Background: an optimization exercise with open tools, aiming at small area, a short achievable clock period and few clock cycles per item. Do not read the settings as production practice.
Only simulation tests tie the RTL to the original design; equivalence was not proved.
Power is estimated from default activity; no workload was simulated.

## flow/design.v (module list and top-level ports; edited modules follow where they fit)
// module fnv1a_wide: 3009 lines
// module fnv_fa: 4 lines
// module fnv_ha: 4 lines
module fnv1a_wide #(
    parameter integer N = 1024               
) (
    input  wire        clk,
    input  wire        rst,                  
    input  wire        cmd_valid,
    output wire        cmd_ready,
    input  wire [15:0] cmd_word,
    output wire        rsp_valid,
    input  wire        rsp_ready,
    output wire [1:0]  rsp_status,
    output wire [31:0] rsp_data
);
  // ...
==> flow/run.sh <==
#!/bin/bash
# synth_recipe.tcl (not shown) runs the flow's synth.tcl, then flattens the netlist and writes it again
# the make line also repeats each setting of config.mk as NAME=value (left out here)
make -C /OpenROAD-flow-scripts/flow DESIGN_CONFIG=/design/flow/config.mk WORK_HOME=/design/flow/orfs CLKGATE_MAP_FILE= SYNTH_SCRIPT=/design/flow/synth_recipe.tcl finish
==> flow/config.mk <==
export PLATFORM = sky130hd
export DESIGN_NAME = fnv1a_wide
export DESIGN_NICKNAME = fnv1a_wide
export VERILOG_FILES = /design/flow/design.v
export SDC_FILE = /design/flow/constraint.sdc
export NUM_CORES = 4
export LEC_CHECK = 0
export CAP_MARGIN = 20
export CORE_MARGIN = 2
export CORE_UTILIZATION = 40
export SLEW_MARGIN = 20
export SYNTH_HIERARCHICAL = 1
==> flow/constraint.sdc <==
create_clock -name core_clock -period 180.0 [get_ports {clk}]
set_input_delay 36.0000 -clock core_clock [delete_from_list [all_inputs] [get_ports {clk}]]
set_output_delay 36.0000 -clock core_clock [all_outputs]
set_load 0.01 [all_outputs]
==> results.tsv, run 1 <==
stage	metric	value	unit
status	run_status	timing/DRC/antenna clean	
layout	signal_buffers	164	
layout	areaGrowthSynthToFinish	9.295	%
placed_design	dp.cells	9749	
detailed_routing	met3RoutedLength	36690	um
layout	num-multi-input-gates	5287	
die	initial_core_util	0.4014	
yosys	synthSimpleGateAreaFrac	0.1033	
worst_setup_path	cp-end-kind	output pin	
yosys	synth_fa_ha_area_frac	0.5781	
yosys	synth_top_cell_area_share	0.5183	
hold_path	worstHoldStart	acc_hi[351]	
layout	drive_above_1_share	0.05947	
clock_network	clk_latency	820	ps
worst_setup_path	path_depth	7	
global_route	grt_pass1_vias	64840	
global_route	grt_max_degree	94	
die	row_count	178	
power_and_ir_drop	clock_power_share	0.365	
power_and_ir_drop	p_int	517.1	uW
clock_network	cts_tree	built	
detailed_routing	vias	59130	
clock_network	cts_max_level	4	
clock_network	cts_made_buffers	142	
worst_setup_path	path_class	register to output pin	
die	core	0.2345	mm^2
layout	clkbuf_count	180	
yosys	synth_area	0.09413	mm^2
global_route	grt-ovfl-total	0	
layout	fillCellCount	21410	
placed_design	post-place-ws	139630	ps
layout	seqAreaFraction	0.2183	
power_and_ir_drop	top_power_group	sequential cells	
timing	hold_ws	341.5	ps
yosys	synth.most_common_cell	fa_1	
layout	seq_area	0.02245	mm^2
yosys	yosys_warnings	7	
worst_setup_path	reg2reg_slack	148880	ps
die	ios	56	
Testbench counts, summed over its fixed seeds: cycles 70,951, commands 35,156.
==> run 2, diff against run 1 <==
--- a/flow/design.v
+++ b/flow/design.v
@@ -1,86 +1,78 @@
 module fnv1a_wide #(
     parameter integer N = 1024               
 ) (
     input  wire        clk,
     input  wire        rst,                  
     input  wire        cmd_valid,
     output wire        cmd_ready,
     input  wire [15:0] cmd_word,
-    output wire        rsp_valid,
+    output reg         rsp_valid,
     input  wire        rsp_ready,
-    output wire [1:0]  rsp_status,
-    output wire [31:0] rsp_data
+    output reg  [1:0]  rsp_status,
+    output reg  [31:0] rsp_data
 );
     localparam [511:0] OB_L = 512'h000000000000000000000000000000000000000000000000000000000004C6D7EB6E73802734510A555F256CC005AE556BDE8CC9C6A93B21AFF4B16C71EE90B3;
     localparam [511:0] OB_H = 512'h0000000000000000005F7A76758ECC4D32E56D5A591028B74B29FC4223FDADA16C3BF34EDA3674DA9A21D9000000000000000000000000000000000000000000;
     reg  [511:0] acc_lo, acc_hi;
     reg  [7:1] pend_lo, pend_hi;          
     reg  [2:0]   c_q;                        
     reg          ph;                         
     reg          rdy;                        
-    reg          rv;                         
+    reg          rd_wait;                    
     reg          rst_q;                      
     reg          go;                         
     reg          abs_wait;                   
     reg          step2;                      
     reg          init2;                      
-    reg  [15:0]  cmd_q;                      
+    reg  [7:0]   b;                          
     reg          f_abs, f_init;              
-    reg          f_limb, f_cfg, f_echo;      
-    reg  [3:0]   f_byte;                     
-    reg  [1:0]   st_q;                       
-    reg  [15:0]  sel_lo, sel_hi;             
+    reg  [4:0]   idx_q;                      
+    reg  [1:0]   bsel_q;                     
+    reg          byte_q;                     
+    reg  [15:0]  ohq;                        
     assign cmd_ready = rdy;
     wire [3:0] op  = cmd_word[15:12];
     wire [3:0] rsv = cmd_word[11:8];
     wire [7:0] arg = cmd_word[7:0];
     wire illegal = (op > 4'h5) || (rsv != 4'd0) || ((op == 4'h0 || op == 4'h1) && arg != 8'd0);
     wire range_err = !illegal && ((op == 4'h3 && arg[7]) ||
                                   (op == 4'h4 && arg[7:5] != 3'd0) ||
                                   (op == 4'h5 && arg >= 8'd5));
     wire ok = !illegal && !range_err;
-    wire [4:0] limb = (op == 4'h3) ? arg[6:2] : arg[4:0];
-    wire [31:0] limb_oh = 32'd1 << limb;
+    wire rd_in = ok && (op == 4'h3 || op == 4'h4);
     wire accept = cmd_valid && rdy && !rst;
     wire step1 = (go && f_abs && ph) || abs_wait;
     wire en = step1 || step2;
     wire init_now = rst_q || (go && f_init) || init2;
-    wire clean = !(|pend_lo) && !(|pend_hi) && !(|c_q);
-    assign rsp_valid = rv && (clean || !(f_limb || f_byte != 4'd0));
-    wire rv_d = !rst && (accept || (rv && !(rsp_valid && rsp_ready)));
+    wire rd_ok;                              
+    wire rv_d = !rst && ((accept && !(rd_in && !rd_ok)) || (rd_wait && rd_ok) ||
+                         (rsp_valid && !rsp_ready));
+    wire rw_d = !rst && ((accept && rd_in && !rd_ok) || (rd_wait && !rd_ok));
     always @(posedge clk) begin
-        ph       <= rst ? 1'b1 : !ph;
-        rst_q    <= rst;
-        go       <= accept;
-        abs_wait <= !rst && go && f_abs && !ph;
-        step2    <= !rst && step1;
-        init2    <= !rst && ((go && f_init) || rst_q);
-        rv       <= rv_d;
-        rdy      <= !rst && !rv_d && !(go && f_abs && !ph);
+        ph        <= rst ? 1'b1 : !ph;
+        rst_q     <= rst;
+        go        <= accept;
+        abs_wait  <= !rst && go && f_abs && !ph;
+        step2     <= !rst && step1;
+        init2     <= !rst && ((go && f_init) || rst_q);
+        rsp_valid <= rv_d;
+        rd_wait   <= rw_d;
+        rdy       <= !rst && !rv_d && !rw_d && !(go && f_abs && !ph);
         if (rdy) begin
-            cmd_q  <= cmd_word;
+            b      <= arg;
             f_abs  <= ok && op == 4'h2;
             f_init <= ok && op == 4'h1;
-            f_limb <= ok && op == 4'h4;
-            f_cfg  <= ok && op == 4'h5;
-            f_echo <= !ok;
-            f_byte <= (ok && op == 4'h3) ? (4'd1 << arg[1:0]) : 4'd0;
-            st_q   <= illegal ? 2'b01 : range_err ? 2'b10 : 2'b00;
-        end
-        if (rdy) begin
-            sel_lo <= ph ? limb_oh[15:0] : limb_oh[31:16];
-            sel_hi <= ph ? limb_oh[31:16] : limb_oh[15:0];
-        end else begin
-            sel_lo <= sel_hi;
-            sel_hi <= sel_lo;
+            idx_q  <= (op == 4'h3) ? arg[6:2] : arg[4:0];
+            bsel_q <= arg[1:0];
+            byte_q <= op == 4'h3;
         end
+        ohq <= !rw_d ? 16'd0 : rdy ? ((op == 4'h3) ? 16'd1 << arg[5:2] : 16'd1 << arg[3:0]) : ohq;
     end
-    wire [7:0]   b  = cmd_q[7:0];
     wire [511:0] x  = {acc_lo[511:8], acc_lo[7:0] ^ (b & {8{step2}})};
     wire [511:0] g  = x & {512{en}};
     wire [7:0]   nb = acc_hi[511:504] & {8{step1}};
     wire [343:0] tt = {acc_hi[343:8], acc_hi[7:0] ^ b} & {344{step1}};
     wire [7:1] pg = pend_lo & {(7){en}};
     wire [5:1] pt = pend_hi[5:1] & {(5){step1}};
     wire [2:0]   cg = c_q & {3{en}};
     wire [514:0] s0;
@@ -2976,41 +2968,69 @@
     fnv_fa ur5254 (c4692, s4701, r5253, s0[507], r5254);
     fnv_fa ur5255 (c4702, s4711, r5254, s0[508], r5255);
     fnv_fa ur5256 (c4712, s4721, r5255, s0[509], r5256);
     fnv_fa ur5257 (c4722, s4731, r5256, s0[510], r5257);
     fnv_fa ur5258 (c4732, s4741, r5257, s0[511], r5258);
     fnv_fa ur5259 (c4742, s4745, r5258, s0[512], r5259);
     fnv_fa ur5260 (c4744, c4746, r5259, s0[513], r5260);
     assign s0[514] = r5260;
+    wire [511:0] acc_hi_d  = init_now ? (ph ? OB_H : OB_L) : s0[511:0];
+    wire [7:1] pend_hi_d = init_now ? {7{1'b0}} : bco;
+    wire [2:0]   c_q_d     = (ph || init_now) ? 3'd0 : s0[514:512];
     always @(posedge clk) begin
         acc_lo  <= acc_hi;
         pend_lo <= pend_hi;
-        acc_hi  <= init_now ? (ph ? OB_H : OB_L) : s0[511:0];
-        pend_hi <= init_now ? {7{1'b0}} : bco;
-        c_q     <= (ph || init_now) ? 3'd0 : s0[514:512];
+        acc_hi  <= acc_hi_d;
+        pend_hi <= pend_hi_d;
+        c_q     <= c_q_d;
     end
+    wire [7:1] pend_l = ph ? pend_hi : pend_hi_d;
+    wire [7:1] pend_h = ph ? pend_hi_d : pend_hi;
+    reg  [31:0] fin;                         
+    integer j;
+    always @* begin
+        for (j = 0; j < 16; j = j + 1) begin
+            fin[j]      = (pend_l & ~({7{1'b1}} << (j / 2))) == {7{1'b0}};
+            fin[16 + j] = !(|pend_l) && c_q_d == 3'd0 &&
+                          (pend_h & ~({7{1'b1}} << (j / 2))) == {7{1'b0}};
+        end
+    end
+    wire       isb = op == 4'h3;
+    wire [15:0] ohl = 16'd1 << arg[3:0];    
+    wire [15:0] ohb = 16'd1 << arg[5:2];    
+    wire [15:0] sel_d = ({16{rdy && !isb && arg[4] == ph}} & ohl) |
+                        ({16{rdy &&  isb && arg[6] == ph}} & ohb) |
+                        (ohq & {16{idx_q[4] == ph}});
+    wire [15:0] sel_q = ({16{rdy && !isb && arg[4] != ph}} & ohl) |
+                        ({16{rdy &&  isb && arg[6] != ph}} & ohb) |
+                        (ohq & {16{idx_q[4] != ph}});
+    wire [4:0] idx  = rdy ? (isb ? arg[6:2] : arg[4:0]) : idx_q;
+    wire [1:0] bsel = rdy ? arg[1:0] : bsel_q;
+    wire       isbb = rdy ? isb : byte_q;
+    assign rd_ok = fin[idx];
     reg [31:0] word;
     integer k;
     always @* begin
         word = 32'd0;
         for (k = 0; k < 16; k = k + 1)
-            word = word | (acc_lo[32*k +: 32] & {32{sel_lo[k]}}) |
-                          (acc_hi[32*k +: 32] & {32{sel_hi[k]}});
+            word = word | (acc_hi_d[32*k +: 32] & {32{sel_d[k]}}) |
+                          (acc_hi[32*k +: 32] & {32{sel_q[k]}});
     end
-    wire [2:0] s = cmd_q[2:0];
+    wire [31:0] rd_data = isbb ? {24'd0, word[8*bsel +: 8]} : word;
+    wire [2:0] s = arg[2:0];
     wire [31:0] cfg = (s == 3'd0) ? 32'h400 : (s == 3'd1) ? 32'h18D : (s == 3'd2) ? 32'h8 :
                       (s == 3'd3) ? 32'h15 : 32'h20;
-    assign rsp_status = st_q;
-    assign rsp_data =
-        ({32{f_limb}} & word) |
-        {24'd0, ({8{f_byte[0]}} & word[7:0]) | ({8{f_byte[1]}} & word[15:8]) |
-                ({8{f_byte[2]}} & word[23:16]) | ({8{f_byte[3]}} & word[31:24])} |
-        ({32{f_cfg}} & cfg) |
-        ({32{f_echo}} & {16'd0, cmd_q});
+    wire [31:0] other = !ok ? {16'd0, cmd_word} : (op == 4'h5) ? cfg : 32'd0;
+    always @(posedge clk) begin
+        if (rdy || rd_wait)
+            rsp_data <= (!rdy || rd_in) ? rd_data : other;
+        if (rdy)
+            rsp_status <= illegal ? 2'b01 : range_err ? 2'b10 : 2'b00;
+    end
 endmodule
 module fnv_fa (input wire a, input wire b, input wire c, output wire s, output wire co);
     assign s  = a ^ b ^ c;
     assign co = (a & b) | (c & (a ^ b));
 endmodule
 module fnv_ha (input wire a, input wire b, output wire s, output wire co);
     assign s  = a ^ b;
     assign co = a & b;
==> flow/config.mk (replaced) <==
export PLATFORM = sky130hd
export DESIGN_NAME = fnv1a_wide
export DESIGN_NICKNAME = fnv1a_wide
export VERILOG_FILES = /design/flow/design.v
export SDC_FILE = /design/flow/constraint.sdc
export NUM_CORES = 4
export LEC_CHECK = 0
export CAP_MARGIN = 20
export CORE_MARGIN = 2
export CORE_UTILIZATION = 60
export CTS_BUF_LIST = sky130_fd_sc_hd__clkbuf_8
export CTS_CLUSTER_DIAMETER = 60
export CTS_CLUSTER_SIZE = 10
export PLACE_DENSITY = 0.72
export SLEW_MARGIN = 20
export SYNTH_HIERARCHICAL = 1
==> results.tsv, run 2 <==
stage	metric	value	unit	change
yosys	synth_top_cell_area_share	0.5050		was 0.5183
worst_setup_path	cp-end-kind	register		was output pin
timing	slew_headroom	0.1147		was 0.07474
hold_path	hold_path_class	register to register		unchanged
timing	fin_setup_tns	0	ps	unchanged
die	row_count	147		was 178
placed_design	post-dp-hpwl	405000	um	was 420100 um
global_route	antenna_found_initial	172		was 154
worst_setup_path	worstPathArrival	41250	ps	was 4990 ps
layout	layout.cells.most_common	fa_1		unchanged
power_and_ir_drop	seq_power_share	0.444		was 0.440
yosys	synth_nets	10250		was 9663
worst_setup_path	path_class	input pin to register		was register to output pin
layout	nNetsFinal	10260		was 9651
power_and_ir_drop	p_sw	324.9	uW	was 315.9 uW
hold_path	hold_depth	0		unchanged
clock_network	clk_path_buf_depth	3		unchanged
die	ios	56		unchanged
power_and_ir_drop	swShare	0.4220		was 0.3792
layout	drive_above_1_share	0.05687		was 0.05947
detailed_routing	drt_iter0_markers	11680		was 6122
clock_network	clk_latency	1060	ps	was 820 ps
clock_network	post_cts_buffers	0		unchanged
clock_network	clk_pin_slew	80	ps	was 60 ps
power_and_ir_drop	p_int	444.9	uW	was 517.1 uW
detailed_routing	ant_nets	0		unchanged
power_and_ir_drop	clock_power_share	0.262		was 0.365
yosys	async_flop_share	0		unchanged
timing	fin_crit	40470	ps	was 40990 ps
timing	tightestPinTransition	1328	ps	was 1388 ps
yosys	synth_commonest_cells	fa_1 (2437), dfxtp_1 (1073), nor2b_1 (832)		was fa_1 (2437), dfxtp_1 (1081), and2_1 (614)
yosys	yosys.area.top_type	fa_1		unchanged
timing	layout_worst_path_cycle_share	0.2249		was 0.2277
clock_network	cts_max_level	4		unchanged
timing	rsz0062_at_grt	no		unchanged
yosys	synth_ff_type	dfxtp_1		unchanged
yosys	ys_seq_area_frac	0.2360		was 0.2385
timing	setup_viol	0		unchanged
die	die_area	0.1642	mm^2	was 0.2392 mm^2
global_route	grt_pass1_vias	73110		was 64.84k
layout	areaGrowthSynthToFinish	6.299	%	was 9.295%
die	core	0.1602	mm^2	was 0.2345 mm^2
clock_network	cts_hold_buf	0		unchanged
placed_design	routabilityCongestion	1.256		was 1.064
global_route	grt_max_degree	123		was 94
run	maxCapViolCount	0		unchanged
clock_network	cts_tree	built		unchanged
worst_setup_path	crit_chain	clkdlybuf4s50_1 -> nand4bb_2 -> buf_4 -> nand4_1 -> nand3_4 -> a22oi_1 -> nand4_1 -> a2111oi_0 -> and4_1 -> o22ai_1 -> a221o_1		was buf_4 -> a22oi_1 -> nand4_1 -> nor4_1 -> o22ai_1 -> a211o_1 -> clkdlybuf4s50_1
clock_network	ctsResizeCount	0		unchanged
worst_setup_path	cp_slowest_stage_delay	1180	ps	was 1240 ps
worst_setup_path	ff2ff_path_depth	81		was 75
clock_network	clock-sinks	1117		was 1108
timing	timing.fmax	0.02471	GHz	was 0.02440 GHz
worst_setup_path	crit_fanout	44		was 27
power_and_ir_drop	power.leakage	0.04992	uW	was 0.04981 uW
yosys	yosys_warnings	7		unchanged
worst_setup_path	cpMaxStageDelayCell	a2111oi_0		was nor4_1
layout	reg_top3	acc_hi: 512 flops, acc_lo: 512 flops, rsp_data: 32 flops		was acc_hi: 512 flops, acc_lo: 512 flops
detailed_routing	firstDrtPassIters	10		was 6
clock_network	clockRootBuffer	clkbuf_8		was clkbuf_16
yosys	synth.distinct_cells	89		was 61
layout	final_cells	9724		was 10.06k
global_route	track_usage	0.6041		was 0.4154
placed_design	port_buffers	55		unchanged
yosys	synth_seq_cells	1117		was 1108
yosys	avgSynthCellArea	13.16	um^2	was 13.93 um^2
timing	drv_slew	0		unchanged
yosys	synthCells	7342		was 6756
worst_setup_path	crit_top_cell	nand4_1		
clock_network	cts_made_buffers	147		was 142
status	run_status	timing/DRC/antenna clean		unchanged
yosys	synth_area	0.09661	mm^2	was 0.09413 mm^2
die	die_x	405.3	um	was 489.1 um
power_and_ir_drop	ir_worst_vdd	8.005	uV	was 7.994 uV
die	die_h	405.3	um	was 489.1 um
detailed_routing	vias	71430		was 59.13k
worst_setup_path	cp-start-kind	input pin		was register
die	initial_core_util	0.6031		was 0.4014
power_and_ir_drop	combPwrFrac	0.294		was 0.195
yosys	synth.most_common_cell	fa_1		unchanged
placed_design	dp.cells	9359		was 9749
timing	hold_viol	0		unchanged
global_route	grt_pass1_wl	644900	um	was 642200 um
detailed_routing	wl_per_cell	49.75	um	was 48.16 um
yosys	synth-edff-count	44		was 27
detailed_routing	wirelength	483800	um	was 484600 um
power_and_ir_drop	power_density	7.497	mW/mm^2	was 8.097 mW/mm^2
global_route	grt-ovfl-total	0		unchanged
detailed_routing	drcViolationCount	0		unchanged
layout	layout_common_cells	fa_1 (2437), dfxtp_1 (1072), nor2b_1 (826)		was fa_1 (2437), dfxtp_1 (1079), and2_1 (614)
timing	final.setup_skew	58.33	ps	was 44.30 ps
worst_setup_path	required	180780	ps	was 144000 ps
detailed_routing	viasPerCell	7.346		was 5.876
yosys	synthTopCellsByArea	fa_1 (50%), dfxtp_1 (22%), ha_1 (5.8%)		was fa_1 (52%), dfxtp_1 (23%), ha_1 (6.0%)
-- run 2: changes by cell type in the layout (fill, tap and decap cells not counted), moves of 144 or more --
cell | previous run | this run
a22oi_1 | 498 | 341
and2_1 | 614 | 199
clkbuf_16 | 144 | 0
inv_1 | 41 | 188
nand2_1 | 269 | 593
nor2b_1 | 521 | 826
-- run 2: worst paths after layout --
kind	startpoint	end	slack, ps
setup / recovery	cmd_word[14]	rsp_data[0]	139530
hold reg to reg	acc_hi[366]	acc_lo[366]	340
hold / removal	acc_hi[366]	acc_lo[366]	340
setup reg to reg	f_abs	rsp_data[7]	145450
-- run 2: kinds of logic (layout without fill, tap and decap cells) --
kind of cell / Yosys count / in the layout / share of synthesized area
xor gates and xnor gates: 22 / 22 / 0.002344
buffers and inverters: 491 / 569 / 0.02149
DFF: 1117 / 1117 / 0.2360
AOI/OAI and AO/OA: 769 / 769 / 0.05837
and+or+nand+nor: 2046 / 2046 / 0.1174
muxes: 10 / 10 / 0.001075
adders and majority gates: 2887 / 2887 / 0.5633
other: 0 / 144 / 0
-- run 2: per-module statistics from Yosys (local to each module, per instance) --
module      copies in the design  cells
fnv1a_wide                     1   4455
fnv_fa                      2437      1
fnv_ha                       450      1
-- run 2: worst max-delay path, delay by kind of cell --
| kind | cells | cell delay, ps |
|---|---|---|
| AND/OR/NAND/NOR | 5 | 2170 |
| AO/OA/AOI/OAI | 4 | 2020 |
| buffers and inverters | 2 | 950 |
-- run 2: cell type report --
type                       count  area [um^2]
multi-input combinational   5734        71940
fill                       11550        57500
sequential                  1117        22810
tap                         2160         2703
clock buffer                 154         2120
timing repair buffer         180         1546
inverter                     171        641.9
clock inverter                64        579.3
antenna                      144        360.3
-- run 2: metrics by stage --
stage / utilization / setup WS [ps] / instance area (um^2) / total power [uW] / hold WS (ps)
2_1_floorplan: - / 141390 / 96610 / 416.1 / 326.9
3_3_place_gp: 0.6213 / 137820 / 99530 / 539.3 / 334.1
3_5_place_dp: 0.6217 / 139010 / 99600 / 543.9 / 336.0
4_1_cts: 0.6386 / 140110 / 102300 / 740.0 / 336.4
5_1_grt: 0.6394 / 139540 / 102400 / 774.6 / 350.5
6_report: 0.6410 / 139530 / 102700 / 769.9 / 344.1
-- run 2: power groups by stage --
stage	Combinational (uW)	Sequential, uW	Clock [uW]
final	227	342	202
after global routing	231	337	207
after CTS	210	333	197
after detailed placement	206	338	0
after global placement	201	339	0
after floorplan	117	299	0
-- run 2: routing by layer --
metal | vias up | part of all wire | global-route usage
met4 | 70 | 0.12 | 0.5721
met3 | 2417 | 0.17 | 0.3691
met1 | 37000 | 0.32 | 0.6821
li1 | 24480 | - | -
met2 | 7463 | 0.38 | 0.7692
met5 | - | 0.0021 | 0.04639
Testbench counts of run 2, summed over its fixed seeds: cycles 70,312, commands 35,156.

-- port drivers added, routing unchanged --
In the flow no input, the clock included, has a driving cell. The finished layouts below were timed again as built, in two steps. Step 1: set_driving_cell puts a clkbuf_16 on clk and a buf_2 on each other input, an assumption about the parent block. Step 2, shift: input delay + t, output delay - t, t = (earliest + latest rising clock arrival at the registers) / 2. This alone moves slack from input paths to output paths. Slacks: ideal / step 1 / step 2; pairs: ideal / step 1.
run	t (ns)	slack for setup (ns)	hold WS [ns]	worst setup path after step 2
run 1	0.909	139.009 / 138.903 / 139.812	0.342 / 0.342 / 0.342	register to output
run 2	1.123	139.527 / 139.597 / 138.475	0.344 / 0.344 / 0.344	input to register
After both steps every run listed still meets setup and hold. The setup slack of run 2, which loses most, moves by +0.070 ns with the drivers and by -1.052 ns with both steps.
